What follows belongs to an exercise in optimizing a design on an open flow for small area; a production flow would make more cautious choices.
At most, simulation tests tie the RTL to the original design; equivalence was not proved.
Power and IR drop assume default switching activity.

==> inputs of v11 <==
Design dbgseq, start of the top module:
module dbgseq (
    input  wire        clk,
    input  wire        rst,
    input  wire        bus_en,
    input  wire        bus_we,
    input  wire [1:0]  bus_size,
    input  wire [12:0] bus_addr,
    input  wire [31:0] bus_wdata,
    output reg  [31:0] bus_rdata,
    output reg         bus_err,
    output wire        swclk,
    output wire        swdio_o,
    output wire        swdio_oe,
    input  wire        swdio_i
);
make LEC_CHECK=0 CAP_MARGIN=20 CORE_MARGIN=2 CORE_UTILIZATION=40 CTS_BUF_LIST='sky130_fd_sc_hd__clkbuf_4 sky130_fd_sc_hd__clkbuf_8' CTS_CLUSTER_SIZE=25 SLEW_MARGIN=20 finish   # period 10.0 ns
run.sh (not shown) runs the stock make flow with config.mk's settings and CLKGATE_MAP_FILE= SYNTH_SCRIPT=/design/flow/synth_recipe.tcl, a recipe that flattens the netlist after the stock synthesis.
==> inputs of v28, as changes to v11 <==
--- a/flow/design.v
+++ b/flow/design.v
@@ -34,15 +34,15 @@
     localparam [2:0] SS_WAKE        = 3'd1;
     localparam [2:0] SS_LINE_RESET  = 3'd2;
     localparam [2:0] SS_MODE_SWITCH = 3'd3;
     localparam [2:0] SS_LINE_RESET2 = 3'd4;
     localparam [2:0] SS_ID_REQUEST  = 3'd5;
     localparam [2:0] SS_FOUND       = 3'd6;
     localparam [2:0] SS_NOT_FOUND   = 3'd7;
-    localparam [127:0] ALERT      = 128'h19BC0EA2_E3DDAFE9_86852D95_6209F392;
+    localparam [6:0]   ALERT_SEED = 7'd76;
     localparam [7:0]   ACTIVATION = 8'h1A;
     localparam [15:0]  SWITCH_SEQ = 16'hE79E;
     localparam [7:0]   REQ_ID     = 8'hA5;
     localparam [7:0]   REQ_ABORT  = 8'h81;
     localparam [7:0]   REQ_SELECT = 8'hB1;
     localparam [7:0]   REQ_ADDR   = 8'h8B;
     localparam [7:0]   REQ_DATA   = 8'h9F;
@@ -78,47 +78,50 @@
     localparam [1:0] TP_FIRST   = 2'd0;
     localparam [1:0] TP_ABORT   = 2'd1;
     localparam [1:0] TP_REISSUE = 2'd2;
     reg        err_cmd;
     reg        err_busy;
     reg        recovered;
     reg [2:0]  result;
-    reg [31:0] wdata;
+    reg [31:0] wdata_q;
     reg [31:0] rdata;
-    reg [31:0] dlen;
-    reg [31:0] idcode;
+    reg [31:0] dlen_q;
+    reg [31:0] idcode_q;
+    reg        z_wd, z_dl, z_id;
+    wire [31:0] wdata  = z_wd ? 32'b0 : wdata_q;
+    wire [31:0] dlen   = z_dl ? 32'b0 : dlen_q;
+    wire [31:0] idcode = z_id ? 32'b0 : idcode_q;
     reg [10:0] acks;
     reg [5:0]  dcount;       
     reg [31:0] ring [0:15];
     reg [3:0]  rot;
     reg        swp;          
     reg        swclk_q;
     reg        dir_q;
     reg        sdo_q;
     reg [31:0] cyccnt;
     reg [2:0]  sstate;
     reg        busy;         
     reg        done;         
-    reg        ph;           
     reg [4:0]  seq;
     reg [5:0]  cnt;
-    reg        lr2;
     reg [2:0]  op;
     reg [7:0]  arg;          
     reg [31:0] sh;           
     reg [1:0]  tph;
     reg [8:0]  tack;         
+    wire       ok_q = (tack[2:0] == 3'b001) | (tack[8:6] == 3'b001);
     reg        trpar;        
     reg        par;          
     reg        rec_any;
-    reg        ok_q;
     reg [2:0]  dstep;        
     reg [4:0]  wc;           
     reg        bwe;          
     wire hbusy = busy | done;
+    wire ph = ~swclk_q;
     assign swclk    = swclk_q;
     assign swdio_oe = dir_q;
     assign swdio_o  = sdo_q;
     wire        is_reg    = (bus_addr < 13'h030);
     wire        is_buf    = (bus_addr >= 13'h1000) && (bus_addr < 13'h1040);
     wire        reg_ok    = is_reg && (bus_size == 2'd2) && (bus_addr[1:0] == 2'b00);
     wire        buf_ok    = is_buf && !bus_we &&
@@ -171,32 +174,33 @@
             3'd2:    cur_req = REQ_ADDR;
             default: cur_req = REQ_DATA;
         endcase
     end
     wire       pay_const = (tph == TP_ABORT) || ((op == K_DUMP) && (dstep[1:0] != 2'd2));
     wire       pay_cval  = (tph == TP_ABORT || dstep[1:0] == 2'd0) ? ABORT_VAL[cnt[4:0]] : 1'b0;
     wire       pay_bit   = pay_const ? pay_cval : sh[cnt[4:0]];
+    wire      alert_bit = sh[0] ^ sh[3] ^ sh[5] ^ sh[6];
     reg [5:0] seg_len;
     reg       cyc_dir;
     reg       cyc_wr;
     reg       cyc_rd;
     reg       cyc_bit;
     always @(*) begin
         seg_len = 6'd1;
         cyc_dir = 1'b1;
         cyc_wr  = 1'b1;
         cyc_rd  = 1'b0;
         cyc_bit = 1'b0;
         case (seq)
             Q_PRIM:  begin seg_len = {1'b0, arg[4:0]} + 6'd1; cyc_dir = dir_q;
                            cyc_wr = (op == K_WRB); cyc_rd = (op == K_RDB); cyc_bit = sh[cnt[4:0]]; end
-            Q_A0:    begin seg_len = 6'd32; cyc_bit = ALERT[{2'd0, cnt[4:0]}]; end
-            Q_A1:    begin seg_len = 6'd32; cyc_bit = ALERT[{2'd1, cnt[4:0]}]; end
-            Q_A2:    begin seg_len = 6'd32; cyc_bit = ALERT[{2'd2, cnt[4:0]}]; end
-            Q_A3:    begin seg_len = 6'd32; cyc_bit = ALERT[{2'd3, cnt[4:0]}]; end
+            Q_A0:    begin seg_len = 6'd32; cyc_bit = alert_bit; end
+            Q_A1:    begin seg_len = 6'd32; cyc_bit = alert_bit; end
+            Q_A2:    begin seg_len = 6'd32; cyc_bit = alert_bit; end
+            Q_A3:    begin seg_len = 6'd32; cyc_bit = alert_bit; end
             Q_WI:    begin seg_len = 6'd4;  cyc_bit = 1'b0; end
             Q_ACT:   begin seg_len = 6'd8;  cyc_bit = ACTIVATION[cnt[2:0]]; end
             Q_LRH:   begin seg_len = 6'd62; cyc_bit = 1'b1; end
             Q_LRI:   begin seg_len = 6'd2;  cyc_bit = 1'b0; end
             Q_MS:    begin seg_len = 6'd16; cyc_bit = SWITCH_SEQ[cnt[3:0]]; end
             Q_REQ:   begin seg_len = 6'd8;  cyc_bit = cur_req[cnt[2:0]]; end
             Q_TRN:   begin seg_len = 6'd1;  cyc_dir = 1'b0; cyc_wr = 1'b0; end
@@ -218,18 +222,17 @@
         case (tph)
             TP_FIRST: ack = tack[2:0];
             TP_ABORT: ack = tack[5:3];
             default:  ack = tack[8:6];
         endcase
     end
     wire       ack_ok   = (ack == 3'b001);
-    wire [3:0] ack_idx  = {1'b0, tph, 1'b0} + {2'b0, tph} + {2'b0, cnt[1:0]};
+    wire [2:0] ack_sh   = {swdio_i, ack[2:1]};
     wire [4:0] need     = {1'b0, arg[5:2]} + {4'b0, |arg[1:0]};
-    wire [6:0] wbytes   = {wc, 2'b00};
-    wire [5:0] fail_cnt = (wbytes < {1'b0, arg[5:0]}) ? wbytes[5:0] : arg[5:0];
+    wire [5:0] fail_cnt = {wc[3:0], 2'b00};
     wire       st_win = busy && (seq == Q_IDLE) && (tph != TP_ABORT) && (op == K_DUMP) &&
                         (dstep == 3'd4) && !swp;
     wire       st_now = st_win && (wc[2:0] == ~rot[2:0]);
     wire       st_at0 = st_now && (wc[3] == ~rot[3]);
     wire       st_at8 = st_now && (wc[3] == rot[3]);
     wire [31:0] sh_sw = {sh[7:0], sh[15:8], sh[23:16], sh[31:24]};
     integer i;
@@ -249,15 +252,14 @@
         end
     endtask
     task finish;
         input ok;
         begin
             busy <= 1'b0;
             done <= 1'b1;
-            ok_q <= ok;
         end
     endtask
     task tx_end;
         input ok;
         begin
             if (op == K_CONN) begin
                 finish(ok);
@@ -278,41 +280,41 @@
                 if (wc + 5'd1 == need)
                     finish(1'b1);
                 else
                     start_tx;
             end
         end
     endtask
+    always @(posedge clk)
+        cyccnt <= rst ? 32'b0 : cyccnt + {31'b0, busy & ph};
     always @(posedge clk) begin
         done <= 1'b0;
         bwe  <= 1'b0;
         if (rst) begin
             swclk_q <= 1'b1;
             dir_q   <= 1'b0;
             sdo_q   <= 1'b0;
-            cyccnt  <= 32'b0;
             sstate  <= 3'd0;
             busy    <= 1'b0;
             swp     <= 1'b0;
         end else if (!busy) begin
             if (bwe) begin
                 wc  <= wc + 5'd1;
                 swp <= 1'b0;
             end
             if (do_setdir)
                 dir_q <= c_b[0];
             if (eng_start) begin
                 busy    <= 1'b1;
-                ph      <= 1'b0;
                 cnt     <= 6'd0;
-                lr2     <= 1'b0;
                 rec_any <= 1'b0;
                 dstep   <= 3'd0;
                 wc      <= 5'd0;
                 sh      <= (c_op == OP_RDBIT || c_op == OP_RDBITS) ? 32'b0 :
+                           (c_op == OP_CONNECT) ? {25'b0, ALERT_SEED} :
                            {wdata[31:1], (c_op == OP_WRBIT) ? c_b[0] : wdata[0]};
                 case (c_op)
                     OP_PULSE:   begin op <= K_PULSE; seq <= Q_PRIM; arg <= 8'd0; end
                     OP_RDBIT:   begin op <= K_RDB;   seq <= Q_PRIM; arg <= 8'd0; end
                     OP_RDBITS:  begin op <= K_RDB;   seq <= Q_PRIM; arg <= {2'b0, c_n - 6'd1}; end
                     OP_WRBIT:   begin op <= K_WRB;   seq <= Q_PRIM; arg <= 8'd0; end
                     OP_WRBITS:  begin op <= K_WRB;   seq <= Q_PRIM; arg <= {2'b0, c_n - 6'd1}; end
@@ -327,37 +329,40 @@
                 wc  <= wc + 5'd1;
                 swp <= 1'b0;
             end
             if (st_now) begin
                 sh  <= st_at0 ? ring[15] : ring[7];
                 swp <= 1'b1;
             end
-            ph      <= 1'b1;
             swclk_q <= 1'b0;
             dir_q   <= cyc_dir;
             if (cyc_wr)
                 sdo_q <= cyc_bit;
             if (seq == Q_REQ)
                 par <= 1'b0;
-            if (seq == Q_ACK)
-                tack[ack_idx] <= swdio_i;
-            else if (cyc_rd && seq != Q_RPAR)
+            if (seq == Q_A0 || seq == Q_A1 || seq == Q_A2 || seq == Q_A3)
+                sh[6:0] <= {sh[5:0], alert_bit};
+            if (seq == Q_ACK) begin
+                case (tph)
+                    TP_FIRST: tack[2:0] <= ack_sh;
+                    TP_ABORT: tack[5:3] <= ack_sh;
+                    default:  tack[8:6] <= ack_sh;
+                endcase
+            end else if (cyc_rd && seq != Q_RPAR)
                 sh[cnt[4:0]] <= swdio_i;
             if (seq == Q_RD || seq == Q_WD || seq == Q_RPAR || seq == Q_WPAR)
                 par <= par ^ (cyc_rd ? swdio_i : cyc_bit);
             if (seq == Q_RPAR)
                 trpar <= swdio_i;
         end else begin
             if (st_now) begin
                 sh  <= st_at0 ? ring[15] : ring[7];
                 swp <= 1'b1;
             end
-            ph      <= 1'b0;
             swclk_q <= 1'b1;
-            cyccnt  <= cyccnt + 32'd1;
             if (!seg_last) begin
                 cnt <= cnt + 6'd1;
             end else begin
                 cnt <= 6'd0;
                 case (seq)
                     Q_PRIM: finish(1'b1);
                     Q_A0:  seq <= Q_A1;
@@ -367,25 +372,24 @@
                     Q_WI:  seq <= Q_ACT;
                     Q_ACT: begin
                         seq    <= Q_LRH;
                         sstate <= SS_LINE_RESET;
                     end
                     Q_LRH: seq <= Q_LRI;
                     Q_LRI: begin
-                        if (!lr2) begin
+                        if (sstate == SS_LINE_RESET) begin
                             seq    <= Q_MS;
                             sstate <= SS_MODE_SWITCH;
                         end else begin
                             sstate <= SS_ID_REQUEST;
                             start_tx;
                         end
                     end
                     Q_MS: begin
                         seq    <= Q_LRH;
-                        lr2    <= 1'b1;
                         sstate <= SS_LINE_RESET2;
                     end
                     Q_REQ: seq <= Q_TRN;
                     Q_TRN: seq <= Q_ACK;
                     Q_ACK: begin
                         if (tph == TP_ABORT)
                             seq <= Q_WTRN;
@@ -424,18 +428,18 @@
     end
     always @(posedge clk) begin
         if (rst) begin
             err_cmd   <= 1'b0;
             err_busy  <= 1'b0;
             recovered <= 1'b0;
             result    <= RES_NONE;
-            wdata     <= 32'b0;
+            z_wd      <= 1'b1;
             rdata     <= 32'b0;
-            dlen      <= 32'b0;
-            idcode    <= 32'b0;
+            z_dl      <= 1'b1;
+            z_id      <= 1'b1;
             acks      <= 11'b0;
             dcount    <= 6'b0;
         end else begin
             if (reg_wr) begin
                 case (bus_addr[5:2])
                     4'h0: begin  
                         if (hbusy)
@@ -443,16 +447,16 @@
                         else if (!c_legal)
                             err_cmd <= 1'b1;
                     end
                     4'h1: begin  
                         if (bus_wdata[1]) err_cmd  <= 1'b0;
                         if (bus_wdata[2]) err_busy <= 1'b0;
                     end
-                    4'h2: wdata <= bus_wdata;
-                    4'h4: dlen  <= bus_wdata;
+                    4'h2: begin wdata_q <= bus_wdata; z_wd <= 1'b0; end
+                    4'h4: begin dlen_q  <= bus_wdata; z_dl <= 1'b0; end
                     default: ;
                 endcase
             end
             if (do_setdir) begin
                 result    <= RES_NONE;
                 recovered <= 1'b0;
             end
@@ -473,15 +477,16 @@
                     if (op == K_RDB)
                         rdata <= sh;
                 end else begin
                     acks <= {par, trpar, tack};
                     if (op == K_CONN) begin
                         result    <= ok_q ? RES_FOUND : RES_NOT_FOUND;
                         recovered <= 1'b0;
-                        idcode    <= ok_q ? sh : 32'b0;
+                        idcode_q  <= sh;
+                        z_id      <= !ok_q;
                     end else begin
                         result    <= ok_q ? RES_OK : RES_FAIL;
                         recovered <= rec_any;
                         if (ok_q && op == K_XRD)
                             rdata <= sh;
                         if (op == K_DUMP)
                             dcount <= ok_q ? arg[5:0] : fail_cnt;
==> flow/flow/run.sh (new file) <==
#!/bin/bash
# The standard layout (standard.sh, standard synthesis included) with two
# changes passed to ORFS through its own variables:
#  - clock tree: sink clusters of up to 34 registers within 75 um, and no
#    dummy loads on the leaf buffers
#  - port buffers: sky130_fd_sc_hd__buf_1 instead of the delay buffer
# make's full output goes to flow_make.log; each ORFS step also keeps its
# own log under orfs/logs/.
set -euo pipefail
export CTS_ARGS="-sink_clustering_enable -repair_clock_nets -dont_use_dummy_load -sink_clustering_size 34 -sink_clustering_max_diameter 75"
export BUFFER_PORTS_ARGS="-buffer_cell sky130_fd_sc_hd__buf_1"
bash standard.sh > flow_make.log 2>&1
==> flow/standard.sh (new file) <==
#!/bin/bash
# synth_recipe.tcl (not shown) runs the flow's synth.tcl, then flattens the netlist and writes it again
# the make line also repeats each setting of config.mk as NAME=value (left out here)
make -C /OpenROAD-flow-scripts/flow DESIGN_CONFIG=/design/flow/config.mk WORK_HOME=/design/flow/orfs CLKGATE_MAP_FILE= SYNTH_SCRIPT=/design/flow/synth_recipe.tcl "${@:-finish}"
==> flow/config.mk (replaced) <==
export PLATFORM = sky130hd
export DESIGN_NAME = dbgseq
export DESIGN_NICKNAME = dbgseq
export VERILOG_FILES = /design/flow/design.v
export SDC_FILE = /design/flow/constraint.sdc
export NUM_CORES = 4
export LEC_CHECK = 0
export CAP_MARGIN = 20
export CORE_MARGIN = 2
export CORE_UTILIZATION = 65
export PLACE_DENSITY = 0.85
export SLEW_MARGIN = 20
removed: flow/run.sh
==> inputs of v3, as changes to v11 <==
--- a/flow/design.v
+++ b/flow/design.v
@@ -218,15 +218,15 @@
         case (tph)
             TP_FIRST: ack = tack[2:0];
             TP_ABORT: ack = tack[5:3];
             default:  ack = tack[8:6];
         endcase
     end
     wire       ack_ok   = (ack == 3'b001);
-    wire [3:0] ack_idx  = {1'b0, tph, 1'b0} + {2'b0, tph} + {2'b0, cnt[1:0]};
+    wire [2:0] ack_sh   = {swdio_i, ack[2:1]};
     wire [4:0] need     = {1'b0, arg[5:2]} + {4'b0, |arg[1:0]};
     wire [6:0] wbytes   = {wc, 2'b00};
     wire [5:0] fail_cnt = (wbytes < {1'b0, arg[5:0]}) ? wbytes[5:0] : arg[5:0];
     wire       st_win = busy && (seq == Q_IDLE) && (tph != TP_ABORT) && (op == K_DUMP) &&
                         (dstep == 3'd4) && !swp;
     wire       st_now = st_win && (wc[2:0] == ~rot[2:0]);
     wire       st_at0 = st_now && (wc[3] == ~rot[3]);
@@ -278,22 +278,23 @@
                 if (wc + 5'd1 == need)
                     finish(1'b1);
                 else
                     start_tx;
             end
         end
     endtask
+    always @(posedge clk)
+        cyccnt <= rst ? 32'b0 : cyccnt + {31'b0, busy & ph};
     always @(posedge clk) begin
         done <= 1'b0;
         bwe  <= 1'b0;
         if (rst) begin
             swclk_q <= 1'b1;
             dir_q   <= 1'b0;
             sdo_q   <= 1'b0;
-            cyccnt  <= 32'b0;
             sstate  <= 3'd0;
             busy    <= 1'b0;
             swp     <= 1'b0;
         end else if (!busy) begin
             if (bwe) begin
                 wc  <= wc + 5'd1;
                 swp <= 1'b0;
@@ -334,30 +335,33 @@
             ph      <= 1'b1;
             swclk_q <= 1'b0;
             dir_q   <= cyc_dir;
             if (cyc_wr)
                 sdo_q <= cyc_bit;
             if (seq == Q_REQ)
                 par <= 1'b0;
-            if (seq == Q_ACK)
-                tack[ack_idx] <= swdio_i;
-            else if (cyc_rd && seq != Q_RPAR)
+            if (seq == Q_ACK) begin
+                case (tph)
+                    TP_FIRST: tack[2:0] <= ack_sh;
+                    TP_ABORT: tack[5:3] <= ack_sh;
+                    default:  tack[8:6] <= ack_sh;
+                endcase
+            end else if (cyc_rd && seq != Q_RPAR)
                 sh[cnt[4:0]] <= swdio_i;
             if (seq == Q_RD || seq == Q_WD || seq == Q_RPAR || seq == Q_WPAR)
                 par <= par ^ (cyc_rd ? swdio_i : cyc_bit);
             if (seq == Q_RPAR)
                 trpar <= swdio_i;
         end else begin
             if (st_now) begin
                 sh  <= st_at0 ? ring[15] : ring[7];
                 swp <= 1'b1;
             end
             ph      <= 1'b0;
             swclk_q <= 1'b1;
-            cyccnt  <= cyccnt + 32'd1;
             if (!seg_last) begin
                 cnt <= cnt + 6'd1;
             end else begin
                 cnt <= 6'd0;
                 case (seq)
                     Q_PRIM: finish(1'b1);
                     Q_A0:  seq <= Q_A1;
==> flow/config.mk (replaced) <==
export PLATFORM = sky130hd
export DESIGN_NAME = dbgseq
export DESIGN_NICKNAME = dbgseq
export VERILOG_FILES = /design/flow/design.v
export SDC_FILE = /design/flow/constraint.sdc
export NUM_CORES = 4
export LEC_CHECK = 0
export CAP_MARGIN = 20
export CORE_MARGIN = 2
export CORE_UTILIZATION = 40
export CTS_CLUSTER_DIAMETER = 70
export CTS_CLUSTER_SIZE = 20
export SLEW_MARGIN = 20
==> inputs of v32, as changes to v11 <==
--- a/flow/design.v
+++ b/flow/design.v
@@ -34,15 +34,15 @@
     localparam [2:0] SS_WAKE        = 3'd1;
     localparam [2:0] SS_LINE_RESET  = 3'd2;
     localparam [2:0] SS_MODE_SWITCH = 3'd3;
     localparam [2:0] SS_LINE_RESET2 = 3'd4;
     localparam [2:0] SS_ID_REQUEST  = 3'd5;
     localparam [2:0] SS_FOUND       = 3'd6;
     localparam [2:0] SS_NOT_FOUND   = 3'd7;
-    localparam [127:0] ALERT      = 128'h19BC0EA2_E3DDAFE9_86852D95_6209F392;
+    localparam [6:0]   ALERT_SEED = 7'd76;
     localparam [7:0]   ACTIVATION = 8'h1A;
     localparam [15:0]  SWITCH_SEQ = 16'hE79E;
     localparam [7:0]   REQ_ID     = 8'hA5;
     localparam [7:0]   REQ_ABORT  = 8'h81;
     localparam [7:0]   REQ_SELECT = 8'hB1;
     localparam [7:0]   REQ_ADDR   = 8'h8B;
     localparam [7:0]   REQ_DATA   = 8'h9F;
@@ -171,32 +171,33 @@
             3'd2:    cur_req = REQ_ADDR;
             default: cur_req = REQ_DATA;
         endcase
     end
     wire       pay_const = (tph == TP_ABORT) || ((op == K_DUMP) && (dstep[1:0] != 2'd2));
     wire       pay_cval  = (tph == TP_ABORT || dstep[1:0] == 2'd0) ? ABORT_VAL[cnt[4:0]] : 1'b0;
     wire       pay_bit   = pay_const ? pay_cval : sh[cnt[4:0]];
+    wire      alert_bit = sh[0] ^ sh[3] ^ sh[5] ^ sh[6];
     reg [5:0] seg_len;
     reg       cyc_dir;
     reg       cyc_wr;
     reg       cyc_rd;
     reg       cyc_bit;
     always @(*) begin
         seg_len = 6'd1;
         cyc_dir = 1'b1;
         cyc_wr  = 1'b1;
         cyc_rd  = 1'b0;
         cyc_bit = 1'b0;
         case (seq)
             Q_PRIM:  begin seg_len = {1'b0, arg[4:0]} + 6'd1; cyc_dir = dir_q;
                            cyc_wr = (op == K_WRB); cyc_rd = (op == K_RDB); cyc_bit = sh[cnt[4:0]]; end
-            Q_A0:    begin seg_len = 6'd32; cyc_bit = ALERT[{2'd0, cnt[4:0]}]; end
-            Q_A1:    begin seg_len = 6'd32; cyc_bit = ALERT[{2'd1, cnt[4:0]}]; end
-            Q_A2:    begin seg_len = 6'd32; cyc_bit = ALERT[{2'd2, cnt[4:0]}]; end
-            Q_A3:    begin seg_len = 6'd32; cyc_bit = ALERT[{2'd3, cnt[4:0]}]; end
+            Q_A0:    begin seg_len = 6'd32; cyc_bit = alert_bit; end
+            Q_A1:    begin seg_len = 6'd32; cyc_bit = alert_bit; end
+            Q_A2:    begin seg_len = 6'd32; cyc_bit = alert_bit; end
+            Q_A3:    begin seg_len = 6'd32; cyc_bit = alert_bit; end
             Q_WI:    begin seg_len = 6'd4;  cyc_bit = 1'b0; end
             Q_ACT:   begin seg_len = 6'd8;  cyc_bit = ACTIVATION[cnt[2:0]]; end
             Q_LRH:   begin seg_len = 6'd62; cyc_bit = 1'b1; end
             Q_LRI:   begin seg_len = 6'd2;  cyc_bit = 1'b0; end
             Q_MS:    begin seg_len = 6'd16; cyc_bit = SWITCH_SEQ[cnt[3:0]]; end
             Q_REQ:   begin seg_len = 6'd8;  cyc_bit = cur_req[cnt[2:0]]; end
             Q_TRN:   begin seg_len = 6'd1;  cyc_dir = 1'b0; cyc_wr = 1'b0; end
@@ -218,15 +219,15 @@
         case (tph)
             TP_FIRST: ack = tack[2:0];
             TP_ABORT: ack = tack[5:3];
             default:  ack = tack[8:6];
         endcase
     end
     wire       ack_ok   = (ack == 3'b001);
-    wire [3:0] ack_idx  = {1'b0, tph, 1'b0} + {2'b0, tph} + {2'b0, cnt[1:0]};
+    wire [2:0] ack_sh   = {swdio_i, ack[2:1]};
     wire [4:0] need     = {1'b0, arg[5:2]} + {4'b0, |arg[1:0]};
     wire [6:0] wbytes   = {wc, 2'b00};
     wire [5:0] fail_cnt = (wbytes < {1'b0, arg[5:0]}) ? wbytes[5:0] : arg[5:0];
     wire       st_win = busy && (seq == Q_IDLE) && (tph != TP_ABORT) && (op == K_DUMP) &&
                         (dstep == 3'd4) && !swp;
     wire       st_now = st_win && (wc[2:0] == ~rot[2:0]);
     wire       st_at0 = st_now && (wc[3] == ~rot[3]);
@@ -278,22 +279,23 @@
                 if (wc + 5'd1 == need)
                     finish(1'b1);
                 else
                     start_tx;
             end
         end
     endtask
+    always @(posedge clk)
+        cyccnt <= rst ? 32'b0 : cyccnt + {31'b0, busy & ph};
     always @(posedge clk) begin
         done <= 1'b0;
         bwe  <= 1'b0;
         if (rst) begin
             swclk_q <= 1'b1;
             dir_q   <= 1'b0;
             sdo_q   <= 1'b0;
-            cyccnt  <= 32'b0;
             sstate  <= 3'd0;
             busy    <= 1'b0;
             swp     <= 1'b0;
         end else if (!busy) begin
             if (bwe) begin
                 wc  <= wc + 5'd1;
                 swp <= 1'b0;
@@ -305,14 +307,15 @@
                 ph      <= 1'b0;
                 cnt     <= 6'd0;
                 lr2     <= 1'b0;
                 rec_any <= 1'b0;
                 dstep   <= 3'd0;
                 wc      <= 5'd0;
                 sh      <= (c_op == OP_RDBIT || c_op == OP_RDBITS) ? 32'b0 :
+                           (c_op == OP_CONNECT) ? {25'b0, ALERT_SEED} :
                            {wdata[31:1], (c_op == OP_WRBIT) ? c_b[0] : wdata[0]};
                 case (c_op)
                     OP_PULSE:   begin op <= K_PULSE; seq <= Q_PRIM; arg <= 8'd0; end
                     OP_RDBIT:   begin op <= K_RDB;   seq <= Q_PRIM; arg <= 8'd0; end
                     OP_RDBITS:  begin op <= K_RDB;   seq <= Q_PRIM; arg <= {2'b0, c_n - 6'd1}; end
                     OP_WRBIT:   begin op <= K_WRB;   seq <= Q_PRIM; arg <= 8'd0; end
                     OP_WRBITS:  begin op <= K_WRB;   seq <= Q_PRIM; arg <= {2'b0, c_n - 6'd1}; end
@@ -334,30 +337,35 @@
             ph      <= 1'b1;
             swclk_q <= 1'b0;
             dir_q   <= cyc_dir;
             if (cyc_wr)
                 sdo_q <= cyc_bit;
             if (seq == Q_REQ)
                 par <= 1'b0;
-            if (seq == Q_ACK)
-                tack[ack_idx] <= swdio_i;
-            else if (cyc_rd && seq != Q_RPAR)
+            if (seq == Q_A0 || seq == Q_A1 || seq == Q_A2 || seq == Q_A3)
+                sh[6:0] <= {sh[5:0], alert_bit};
+            if (seq == Q_ACK) begin
+                case (tph)
+                    TP_FIRST: tack[2:0] <= ack_sh;
+                    TP_ABORT: tack[5:3] <= ack_sh;
+                    default:  tack[8:6] <= ack_sh;
+                endcase
+            end else if (cyc_rd && seq != Q_RPAR)
                 sh[cnt[4:0]] <= swdio_i;
             if (seq == Q_RD || seq == Q_WD || seq == Q_RPAR || seq == Q_WPAR)
                 par <= par ^ (cyc_rd ? swdio_i : cyc_bit);
             if (seq == Q_RPAR)
                 trpar <= swdio_i;
         end else begin
             if (st_now) begin
                 sh  <= st_at0 ? ring[15] : ring[7];
                 swp <= 1'b1;
             end
             ph      <= 1'b0;
             swclk_q <= 1'b1;
-            cyccnt  <= cyccnt + 32'd1;
             if (!seg_last) begin
                 cnt <= cnt + 6'd1;
             end else begin
                 cnt <= 6'd0;
                 case (seq)
                     Q_PRIM: finish(1'b1);
                     Q_A0:  seq <= Q_A1;
==> flow/flow/run.sh (new file) <==
#!/bin/bash
# The standard layout (standard.sh, standard synthesis included) with two
# changes passed to ORFS through its own variables:
#  - clock tree: sink clusters of up to 20 registers within 70 um, and no
#    dummy loads on the leaf buffers
#  - port buffers: sky130_fd_sc_hd__buf_1 instead of the delay buffer
# make's full output goes to flow_make.log; each ORFS step also keeps its
# own log under orfs/logs/.
set -euo pipefail
export CTS_ARGS="-sink_clustering_enable -repair_clock_nets -dont_use_dummy_load -sink_clustering_size 20 -sink_clustering_max_diameter 70"
export BUFFER_PORTS_ARGS="-buffer_cell sky130_fd_sc_hd__buf_1"
bash standard.sh > flow_make.log 2>&1
==> flow/standard.sh (new file) <==
#!/bin/bash
# synth_recipe.tcl (not shown) runs the flow's synth.tcl, then flattens the netlist and writes it again
# the make line also repeats each setting of config.mk as NAME=value (left out here)
make -C /OpenROAD-flow-scripts/flow DESIGN_CONFIG=/design/flow/config.mk WORK_HOME=/design/flow/orfs CLKGATE_MAP_FILE= SYNTH_SCRIPT=/design/flow/synth_recipe.tcl "${@:-finish}"
==> flow/config.mk (replaced) <==
export PLATFORM = sky130hd
export DESIGN_NAME = dbgseq
export DESIGN_NICKNAME = dbgseq
export VERILOG_FILES = /design/flow/design.v
export SDC_FILE = /design/flow/constraint.sdc
export NUM_CORES = 4
export LEC_CHECK = 0
export CAP_MARGIN = 20
export CORE_MARGIN = 2
export CORE_UTILIZATION = 40
export GPL_TIMING_DRIVEN = 0
export SLEW_MARGIN = 20
removed: flow/run.sh
==> comparison <==
- Of v28 and v11, v11 has the higher die area (gap 40%, measured against v11).
- Against v32, the worst setup slack of v3 is better by 460 ps.
- Between v11 and v28, the lower first-iteration DRC count is in v11 (gap about 19%, measured against v28).
- Against v11, the total power of v28 is smaller by about 22%.
- v11 produced a clean layout. v28 passed the timing, DRC and antenna checks. v32 ran to the end with no violations. v3 finished with timing, DRC and antenna clean.
- In v11 the sequential share of layout area is lower than in v32, by 2.5 points.
- Design area: v28 is lower than v32 (about 5%).
==> figures <==
Cell at the slowest stage of the critical path: v3 sky130_fd_sc_hd__fa_4; v32 sky130_fd_sc_hd__buf_1; v11 sky130_fd_sc_hd__xor2_4; v28 sky130_fd_sc_hd__fa_4
Synth Area per Inst: v3 10.7 µm²; v32 10.9 µm²; v11 10.8 µm²; v28 11.8 µm²
Share of synthesized cell area in and, or, nand and nor gates: v3 13.2%; v32 12.0%; v11 12.0%; v28 10.3%
CTS clock-pin slew for the worst setup and hold paths: v3 90 ps; v32 80 ps; v11 60 ps; v28 110 ps
Adder-cell share of the synthesized area: v3 1.26%; v32 1.15%; v11 1.56%; v28 1.02%
Critical Path End: v3 bus_rdata[3]$_DFFE_PP_; v32 bus_rdata[2]$_DFFE_PP_; v11 bus_rdata[4]$_DFFE_PP_; v28 bus_rdata[3]$_DFFE_PP_
Signed area change from the synthesized netlist to the final layout: v3 10.4%; v32 9.19%; v11 14.3%; v28 5.81%
Status: v3 timing/DRC/antenna clean; v32 timing/DRC/antenna clean; v11 timing/DRC/antenna clean; v28 timing/DRC/antenna clean
Initial antenna violation count: v3 2; v32 1; v11 1; v28 4
Startpoint of the worst register-to-register path: v3 arg[0]$_DFFE_PP_; v32 seq[2]$_DFFE_PP_; v11 seq[0]$_DFFE_PP_; v28 rot[0]$_SDFF_PP0_
Power density relative to cell area: v3 162 nW/µm²; v32 160 nW/µm²; v11 182 nW/µm²; v28 159 nW/µm²
Core area: v3 82400 µm²; v32 82200 µm²; v11 83400 µm²; v28 49900 µm²
First drt pass iteration count: v3 6; v32 6; v11 12; v28 9
Number of unique standard cell types used by synthesis: v3 87; v32 85; v11 84; v28 86
Function not checked in v3 and v32: the RTL went through the layout flow alone.

[static timing again, ports no longer ideal]
How much do the figures lean on ideal ports? The routed layouts below were timed once more, with nothing changed but the port constraints. Step 1 (the two cells are an assumption about what drives the block):
set clk [get_ports {clk}]
set_driving_cell -lib_cell sky130_fd_sc_hd__clkbuf_16 $clk
set_driving_cell -lib_cell sky130_fd_sc_hd__buf_2 [delete_from_list [all_inputs] $clk]
Step 2 moves the port delays by t, midway between the first and last clock arrival at a register: inputs arrive t later, outputs are due t later. That takes back most of the time a late clock gives input paths. Three values: ideal ports, drivers, drivers and shift; two values: the first two.
run	t (ns)	slack for setup (ns)	pins driven straight from the clock port
v11	0.867	4.120 / 4.110 / 3.243	1
v28	0.635	3.975 / 4.019 / 3.383	1
v3	0.705	3.787 / 3.786 / 3.081	1
v32	0.681	3.329 / 3.352 / 2.671	1
After both steps setup and hold are still met in every run listed. For v11, which loses most, drivers alone change the setup slack by -0.010 ns; drivers and shift together by -0.877 ns.
